Context: an optimization exercise on an open-source flow, tuned for small area and few clock cycles. The choices shown serve that exercise and are no tape-out recipe.
Only simulation tests tie the RTL to the original design; equivalence was not proved.

==> v21 <==
## bms_codec
module bms_codec (
    input  wire        clk,
    input  wire        rst,
    input  wire        req_valid,
    output wire        req_ready,
    input  wire [31:0] req_word,
    input  wire        din_valid,
    output wire        din_ready,
    input  wire [7:0]  din_byte,
    output wire        rsp_valid,
    output wire [3:0]  rsp_status,
    output wire [31:0] rsp_value,
    output wire        rsd_valid,
    output wire [7:0]  rsd_byte,
    output wire        tx_valid,
    output wire [7:0]  tx_byte,
    output wire        rxf_valid,
    output wire [7:0]  rxf_byte
);
clock: 6.5 ns
lec_check: 0
cap_margin: 20
core_margin: 2
core_utilization: 60
cts_buf_list: sky130_fd_sc_hd__clkbuf_8 sky130_fd_sc_hd__clkbuf_16
cts_cluster_diameter: 80
cts_cluster_size: 30
place_density: 0.8
slew_margin: 20
standard.sh (not shown) runs the stock make flow with config.mk's settings and CLKGATE_MAP_FILE= SYNTH_SCRIPT=/design/flow/synth_recipe.tcl, a recipe that flattens the netlist after the stock synthesis.
==> flow/flow/run.sh <==
#!/bin/bash
# Layout flow: the standard flow (the standard.sh, all steps) with two
# changes to how the layout is made:
#  - ports are buffered with the smallest buffer (sky130_fd_sc_hd__buf_1)
#    instead of the delay buffer the resizer picks by default;
#  - clock tree synthesis inserts no dummy loads.
# Each tool's full output stays in the ORFS logs under orfs/logs/; the
# output of standard.sh itself goes to standard.log in this folder.
set -e
export BUFFER_PORTS_ARGS="-buffer_cell sky130_fd_sc_hd__buf_1"
export CTS_ARGS="-sink_clustering_enable -repair_clock_nets -sink_clustering_size 30 -sink_clustering_max_diameter 80 -dont_use_dummy_load -buf_list {sky130_fd_sc_hd__clkbuf_8 sky130_fd_sc_hd__clkbuf_16}"
bash standard.sh > standard.log 2>&1
==> v36 (differences from v21) <==
==> flow/flow/run.sh (replaced) <==
#!/bin/bash
# Layout flow: the standard flow (the standard.sh, all steps) with two
# changes to how the layout is made:
#  - ports are buffered with the smallest buffer (sky130_fd_sc_hd__buf_1)
#    instead of the delay buffer the resizer picks by default;
#  - clock tree synthesis inserts no dummy loads.
# Each tool's full output stays in the ORFS logs under orfs/logs/; the
# output of standard.sh itself goes to standard.log in this folder.
set -e
export BUFFER_PORTS_ARGS="-buffer_cell sky130_fd_sc_hd__buf_1"
export CTS_ARGS="-sink_clustering_enable -repair_clock_nets -sink_clustering_size 30 -sink_clustering_max_diameter 80 -dont_use_dummy_load"
bash standard.sh > standard.log 2>&1
==> flow/config.mk (replaced) <==
export PLATFORM = sky130hd
export DESIGN_NAME = bms_codec
export DESIGN_NICKNAME = bms_codec
export VERILOG_FILES = /design/flow/design.v
export SDC_FILE = /design/flow/constraint.sdc
export NUM_CORES = 4
export LEC_CHECK = 0
export CAP_MARGIN = 20
export CORE_MARGIN = 2
export CORE_UTILIZATION = 60
export CTS_CLUSTER_DIAMETER = 80
export CTS_CLUSTER_SIZE = 30
export GPL_ROUTABILITY_DRIVEN = 0
export GPL_TIMING_DRIVEN = 0
export PLACE_DENSITY = 0.8
export SLEW_MARGIN = 20
==> v35 (differences from v21) <==
--- a/flow/design.v
+++ b/flow/design.v
@@ -113,36 +113,36 @@
     reg  [511:0] ring;
     reg  [5:0]  rd;
     reg  [6:0]  rx_len;
     reg         rx_b0ok;      
     reg         rx_b1ok;      
     reg         rx_last0d;    
+    reg  [3:0]  q_v;
     reg  [3:0]  q_kind [0:3];
-    reg  [2:0]  q_rp, q_wp;   
+    reg  [1:0]  q_rp, q_wp;
     reg  [3:0]  lchk_val;
     reg  [6:0]  rxf_len;
     reg  [6:0]  peek_len;
     reg         ie_busy;
     reg  [1:0]  ie_mode;
     reg  [15:0] ie_cnt;
-    reg  [15:0] acc;
+    reg  [15:0] psum;         
     reg  [24:0] enc_req;
     reg         enc_cmd;
-    reg  [5:0]  o_idx;        
+    reg  [5:0]  o_idx;
     reg  [2:0]  o_seg;
-    wire [2:0]  o_ch   = o_idx[2:0];
-    wire        o_half = o_idx[3];
-    wire [1:0] h       = q_rp[1:0];
-    wire [1:0] ie_slot = q_wp[1:0] - 2'd1;    
-    wire       q_any   = (q_rp != q_wp);
-    wire       q_full  = (q_rp == {~q_wp[2], q_wp[1:0]});
+    reg  [2:0]  o_ch;
+    reg         o_half;
+    reg  [10:0] o_sum;        
+    wire [1:0] h       = q_rp;
+    wire [1:0] ie_slot = q_wp - 2'd1;    
     wire [3:0] h_kind = q_kind[h];
-    wire       h_go   = q_any && !(ie_busy && ie_slot == h);
+    wire       h_go   = q_v[h] && !(ie_busy && ie_slot == h);
     reg pend_enc, pend_cfgr, pend_pchk, pend_lchk, pend_peek, pend_rxf;
     wire pend_cfgrd = pend_cfgr || pend_enc;
-    wire h_rxf = q_any && (h_kind == K_RXF);
+    wire h_rxf = q_v[h] && (h_kind == K_RXF);
     wire [6:0] len_w  = rx_len + 7'd1;
     wire       b0_w   = (rx_len == 7'd0) ? (din_byte == 8'h3E || din_byte == 8'h7E) : rx_b0ok;
     wire       b1_w   = (rx_len == 7'd1) ? (din_byte == PROTO_VER) : rx_b1ok;
     wire       last_w = (din_byte == 8'h0D);
     function [2:0] vstat;
         input [6:0] len;
@@ -213,18 +213,18 @@
     wire       ovf    = !wr ? ovf_0 : dlv ? ovf_2 : ovf_1;
     wire [2:0] st_r   = vstat(rx_len, rx_b0ok, rx_b1ok, rx_last0d);
     wire [2:0] st_0   = wr ? st_w : st_r;
     wire stall = ((op == 4'h1) && pend_cfgrd) ||
                  ((op == 4'h3 || op == 4'h4) && pend_enc) ||
                  ((op == 4'h5) && pend_lchk) ||
-                 ((op == 4'h6) && (pend_pchk || pend_enc)) ||
+                 ((op == 4'h6) && pend_pchk) ||
                  ((op == 4'h7) && n_zero && rxf_1) ||
                  ((op == 4'h8) && pend_peek) ||
                  ((op == 4'h2) && pend_cfgr);
     wire ie_free = !ie_busy || ie_last;
-    assign req_ready = ie_free && !q_full && !stall;
+    assign req_ready = ie_free && !q_v[q_wp] && !stall;
     wire req_fire = req_valid && req_ready;
     wire [7:0] enc_byte;
     wire       enc_dbl;
     bms_frame_byte u_frame (
         .seg      (o_seg),
         .ch       (o_ch),
@@ -233,13 +233,13 @@
         .addr     (cfg_addr),
         .cid2     (enc_cid2),
         .has_info (enc_has_info),
         .info     (enc_info),
         .len_dbl  (cfg_len_dbl),
         .chk_dbl  (cfg_chk_dbl),
-        .csum     ({5'b11111, acc[10:0]}),
+        .csum     ({5'b11111, o_sum}),
         .byte_out (enc_byte),
         .dbl      (enc_dbl)
     );
     wire [5:0] flen = 6'd18 + (enc_has_info ? (cfg_len_dbl ? 6'd12 : 6'd4) : 6'd0)
                             + (cfg_chk_dbl ? 6'd4 : 6'd0);
     wire is_enc  = (h_kind == K_ENC);
@@ -265,13 +265,13 @@
     always @(*) begin
         r_st  = h_kind[3] ? ST_OK : h_kind[2:0];
         r_val = 16'd0;
         case (h_kind)
             K_LCHK: r_val = {12'd0, lchk_val};
             K_CFGR: r_val = {5'd0, cfg_chk_dbl, cfg_len_dbl, cfg_soi_sel, cfg_addr};
-            K_PCHK: begin r_st = (acc == 16'd0) ? ST_ZERO_CHK : ST_OK; r_val = acc; end
+            K_PCHK: begin r_st = (psum == 16'd0) ? ST_ZERO_CHK : ST_OK; r_val = psum; end
             K_ENC:  r_val = {10'd0, flen};
             K_RXF:  r_val = 16'd1;
             K_PEEK: r_val = {9'd0, peek_len};
             default: ;
         endcase
     end
@@ -292,22 +292,12 @@
             rd <= 6'd0;
         else if (wr && rebase)
             rd <= 6'd1;
         else
             rd <= rd + 6'd1;
     end
-    wire acc_pchk = din_fire && (ie_mode == M_PCHK);
-    wire acc_enc  = h_go && is_enc && (o_seg != 3'd0) && (o_seg != 3'd4) && (o_seg != 3'd5);
-    wire [7:0] acc_in = acc_pchk ? din_byte : enc_byte;
-    always @(posedge clk) begin
-        if ((h_go && is_enc && o_seg == 3'd0) ||
-            (req_fire && !fault && legal && op == 4'h6))
-            acc <= 16'd0;
-        else if (acc_pchk || acc_enc)
-            acc <= acc - {8'd0, acc_in};
-    end
     wire acc_ok   = req_fire && !fault && legal;
     wire pop      = h_go && rsp_valid;
     wire new_rxf  = (ie_last && ie_mode == M_PUSH && deliver_w) ||
                     (acc_ok && op == 4'h7 && n_zero && !ovf && len1_nz && st_0 == ST_OK);
     always @(posedge clk) begin
         if (rst) begin
@@ -337,20 +327,25 @@
             cfg_addr    <= 8'h01;
             cfg_soi_sel <= 1'b0;
             cfg_len_dbl <= 1'b0;
             cfg_chk_dbl <= 1'b0;
             fault       <= 1'b0;
             rx_len      <= 7'd0;
-            q_rp        <= 3'd0;
-            q_wp        <= 3'd0;
+            q_v         <= 4'd0;
+            q_rp        <= 2'd0;
+            q_wp        <= 2'd0;
             ie_busy     <= 1'b0;
             o_idx       <= 6'd0;
             o_seg       <= 3'd0;
+            o_ch        <= 3'd0;
+            o_half      <= 1'b0;
         end else begin
             if (din_fire) begin
                 ie_cnt <= ie_cnt - 16'd1;
+                if (ie_mode == M_PCHK)
+                    psum <= psum - {8'd0, din_byte};
                 if (wr) begin
                     rx_len    <= rx_len1;
                     rx_b0ok   <= b0_w;
                     rx_b1ok   <= b1_w;
                     rx_last0d <= last_w;
                 end
@@ -361,97 +356,105 @@
                         if (deliver_w)
                             rxf_len <= len_w;
                     end
                 end
             end
             if (req_fire) begin
-                q_kind[q_wp[1:0]] <= {1'b0, ST_OK};
-                q_wp         <= q_wp + 3'd1;
+                q_v[q_wp]    <= 1'b1;
+                q_kind[q_wp] <= {1'b0, ST_OK};
+                q_wp         <= q_wp + 2'd1;
                 ie_cnt       <= n16;
                 ie_mode      <= M_DRAIN;
                 if (fault || !legal) begin
-                    q_kind[q_wp[1:0]] <= {1'b0, fault ? ST_CAP_FAULT : ST_ILLEGAL};
+                    q_kind[q_wp] <= {1'b0, fault ? ST_CAP_FAULT : ST_ILLEGAL};
                     if (has_data && !n_zero)
                         ie_busy <= 1'b1;
                 end else begin
                     case (op)
                     4'h1: begin  
                         cfg_addr    <= req_word[7:0];
                         cfg_soi_sel <= req_word[8];
                         cfg_len_dbl <= req_word[9];
                         cfg_chk_dbl <= req_word[10];
                     end
-                    4'h2: q_kind[q_wp[1:0]] <= K_CFGR;
+                    4'h2: q_kind[q_wp] <= K_CFGR;
                     4'h3, 4'h4: begin  
-                        q_kind[q_wp[1:0]] <= K_ENC;
+                        q_kind[q_wp] <= K_ENC;
                         enc_req      <= req_word[24:0];
                         enc_cmd      <= op[2];
                     end
                     4'h5: begin  
                         if (n16[15:12] != 4'd0) begin
-                            q_kind[q_wp[1:0]] <= {1'b0, ST_LEN_OVF};
+                            q_kind[q_wp] <= {1'b0, ST_LEN_OVF};
                         end else begin
-                            q_kind[q_wp[1:0]] <= K_LCHK;
+                            q_kind[q_wp] <= K_LCHK;
                             lchk_val     <= lchk;
                         end
                     end
                     4'h6: begin  
                         if (n_zero) begin
-                            q_kind[q_wp[1:0]] <= {1'b0, ST_ZERO_CHK};
+                            q_kind[q_wp] <= {1'b0, ST_ZERO_CHK};
                         end else begin
-                            q_kind[q_wp[1:0]] <= K_PCHK;
+                            q_kind[q_wp] <= K_PCHK;
                             ie_busy      <= 1'b1;
                             ie_mode      <= M_PCHK;
+                            psum         <= 16'd0;
                         end
                     end
                     4'h7: begin  
                         if (ovf) begin
                             fault        <= 1'b1;
-                            q_kind[q_wp[1:0]] <= {1'b0, ST_CAP_FAULT};
+                            q_kind[q_wp] <= {1'b0, ST_CAP_FAULT};
                             if (!n_zero)
                                 ie_busy <= 1'b1;
                         end else if (!n_zero) begin
                             ie_busy <= 1'b1;
                             ie_mode <= M_PUSH;
                         end else if (len1_nz) begin
                             if (st_0 == ST_OK) begin
-                                q_kind[q_wp[1:0]] <= K_RXF;
+                                q_kind[q_wp] <= K_RXF;
                                 rxf_len      <= rx_len;
                                 rx_len       <= 7'd0;
                             end else begin
-                                q_kind[q_wp[1:0]] <= {1'b0, st_0};
+                                q_kind[q_wp] <= {1'b0, st_0};
                             end
                         end
                     end
                     default: begin  
-                        q_kind[q_wp[1:0]] <= K_PEEK;
+                        q_kind[q_wp] <= K_PEEK;
                         peek_len     <= rx_len1;
                     end
                     endcase
                 end
             end
             if (h_go) begin
                 if (rsp_valid) begin
-                    q_rp   <= q_rp + 3'd1;
+                    q_v[h] <= 1'b0;
+                    q_rp   <= q_rp + 2'd1;
                     o_idx  <= 6'd0;
                 end else if (!is_enc && r_al) begin
                     o_idx  <= o_idx + 6'd1;
                 end
                 if (is_enc) begin
+                    if (o_seg == 3'd0)
+                        o_sum <= 11'd0;
+                    else if (o_seg != 3'd4 && o_seg != 3'd5)
+                        o_sum <= o_sum - {3'd0, enc_byte};
                     if (enc_dbl && !o_half) begin
-                        o_idx <= {2'd0, 1'b1, o_ch};
+                        o_half <= 1'b1;
                     end else begin
+                        o_half <= 1'b0;
                         if (o_ch == seg_lastch) begin
-                            o_idx <= 6'd0;
+                            o_ch <= 3'd0;
                             case (o_seg)
                                 3'd2:    o_seg <= enc_has_info ? 3'd3 : 3'd4;
                                 3'd5:    o_seg <= 3'd0;
                                 default: o_seg <= o_seg + 3'd1;
                             endcase
                         end else begin
-                            o_idx <= {3'd0, o_ch + 3'd1};
+                            o_ch <= o_ch + 3'd1;
                         end
                     end
                 end
             end
         end
     end
==> flow/flow/run.sh (replaced) <==
#!/bin/bash
# Layout flow: the standard flow (the standard.sh, all steps) with two
# changes to how the layout is made:
#  - ports are buffered with the smallest buffer (sky130_fd_sc_hd__buf_1)
#    instead of the delay buffer the resizer picks by default;
#  - clock tree synthesis inserts no dummy loads.
# Each tool's full output stays in the ORFS logs under orfs/logs/; the
# output of standard.sh itself goes to standard.log in this folder.
set -e
export BUFFER_PORTS_ARGS="-buffer_cell sky130_fd_sc_hd__buf_1"
export CTS_ARGS="-sink_clustering_enable -repair_clock_nets -sink_clustering_size 30 -sink_clustering_max_diameter 80 -dont_use_dummy_load"
bash standard.sh > standard.log 2>&1
==> flow/config.mk (replaced) <==
export PLATFORM = sky130hd
export DESIGN_NAME = bms_codec
export DESIGN_NICKNAME = bms_codec
export VERILOG_FILES = /design/flow/design.v
export SDC_FILE = /design/flow/constraint.sdc
export NUM_CORES = 4
export LEC_CHECK = 0
export CAP_MARGIN = 20
export CORE_MARGIN = 2
export CORE_UTILIZATION = 60
export CTS_CLUSTER_DIAMETER = 80
export CTS_CLUSTER_SIZE = 30
export PLACE_DENSITY = 0.8
export SLEW_MARGIN = 20
==> results.txt <==
Outcome: v35 timing/DRC/antenna clean; v21 timing/DRC/antenna clean; v36 timing/DRC/antenna clean
Core region area: v35 38600 sq um; v21 37700 sq um; v36 37700 sq um
Crit share post-route: v35 90.4%; v21 93.2%; v36 92.4%
Iteration-0 DRC count of the detailed router: v35 1168; v21 1192; v36 1479
Cell type with the highest occurrence count on the critical path: v35 -; v21 sky130_fd_sc_hd__ha_1; v36 sky130_fd_sc_hd__ha_1
Seq Cell Count: v35 675; v21 658; v36 658
Die Span X: v35 202 microns; v21 199 microns; v36 199 microns
Fraction of layout cells with a size suffix above 1: v35 10.1%; v21 10.6%; v36 11.3%
Routed wire length: v35 51000 microns; v21 52700 microns; v36 54700 microns
Maximum number of pins on one net before global-route repair: v35 33; v21 41; v36 31
Non-clock buffers, area share: v35 2.04%; v21 2.20%; v36 3.54%
Worst-case setup slack after placement: v35 0.983 ns; v21 0.654 ns; v36 0.309 ns
Clk Latency, worst-skew pair: v35 0.63 ns; v21 0.61 ns; v36 0.61 ns
Proportion of synthesized area in mux cells: v35 8.88%; v21 8.93%; v36 8.93%
Met1 routed wirelength after detailed routing: v35 22700 microns; v21 23400 microns; v36 23500 microns
Testbench counts of v21, summed over its fixed seeds: cycles 22,607.
Testbench counts of v36, summed over its fixed seeds: cycles 22,607.
Testbench counts of v35, summed over its fixed seeds: cycles 22,536.

==> re-timing with driven ports <==
In the flow no input, the clock included, has a driving cell. The finished layouts below were timed again as built, in two steps. Step 1 sets driving cells, clkbuf_16 on the clock port and buf_2 on the other inputs (assumed; they add their load-dependent delay and slew). Step 2 moves the port delays by t, midway between the first and last clock arrival at a register: inputs arrive t later, outputs are due t later. That takes back most of the time a late clock gives input paths. a / b / c = ideal / step 1 / step 2; a / b = the first two.
| run | t (ns) | setup WS [ns] | hold slack, ns | latest minus earliest clock arrival (ns) | worst data-port slew with drivers (ns) |
|---|---|---|---|---|---|
| v21 | 0.635 | 0.442 / 0.442 / 0.442 | 0.292 / 0.292 / 0.292 | 0.062 / 0.062 | 0.05 |
| v36 | 0.637 | 0.493 / 0.493 / 0.493 | 0.267 / 0.267 / 0.267 | 0.074 / 0.073 | 0.05 |
| v35 | 0.621 | 0.623 / 0.570 / 0.874 | 0.223 / 0.223 / 0.223 | 0.116 / 0.116 | 0.08 |
After both steps setup and hold are still met in every run listed.
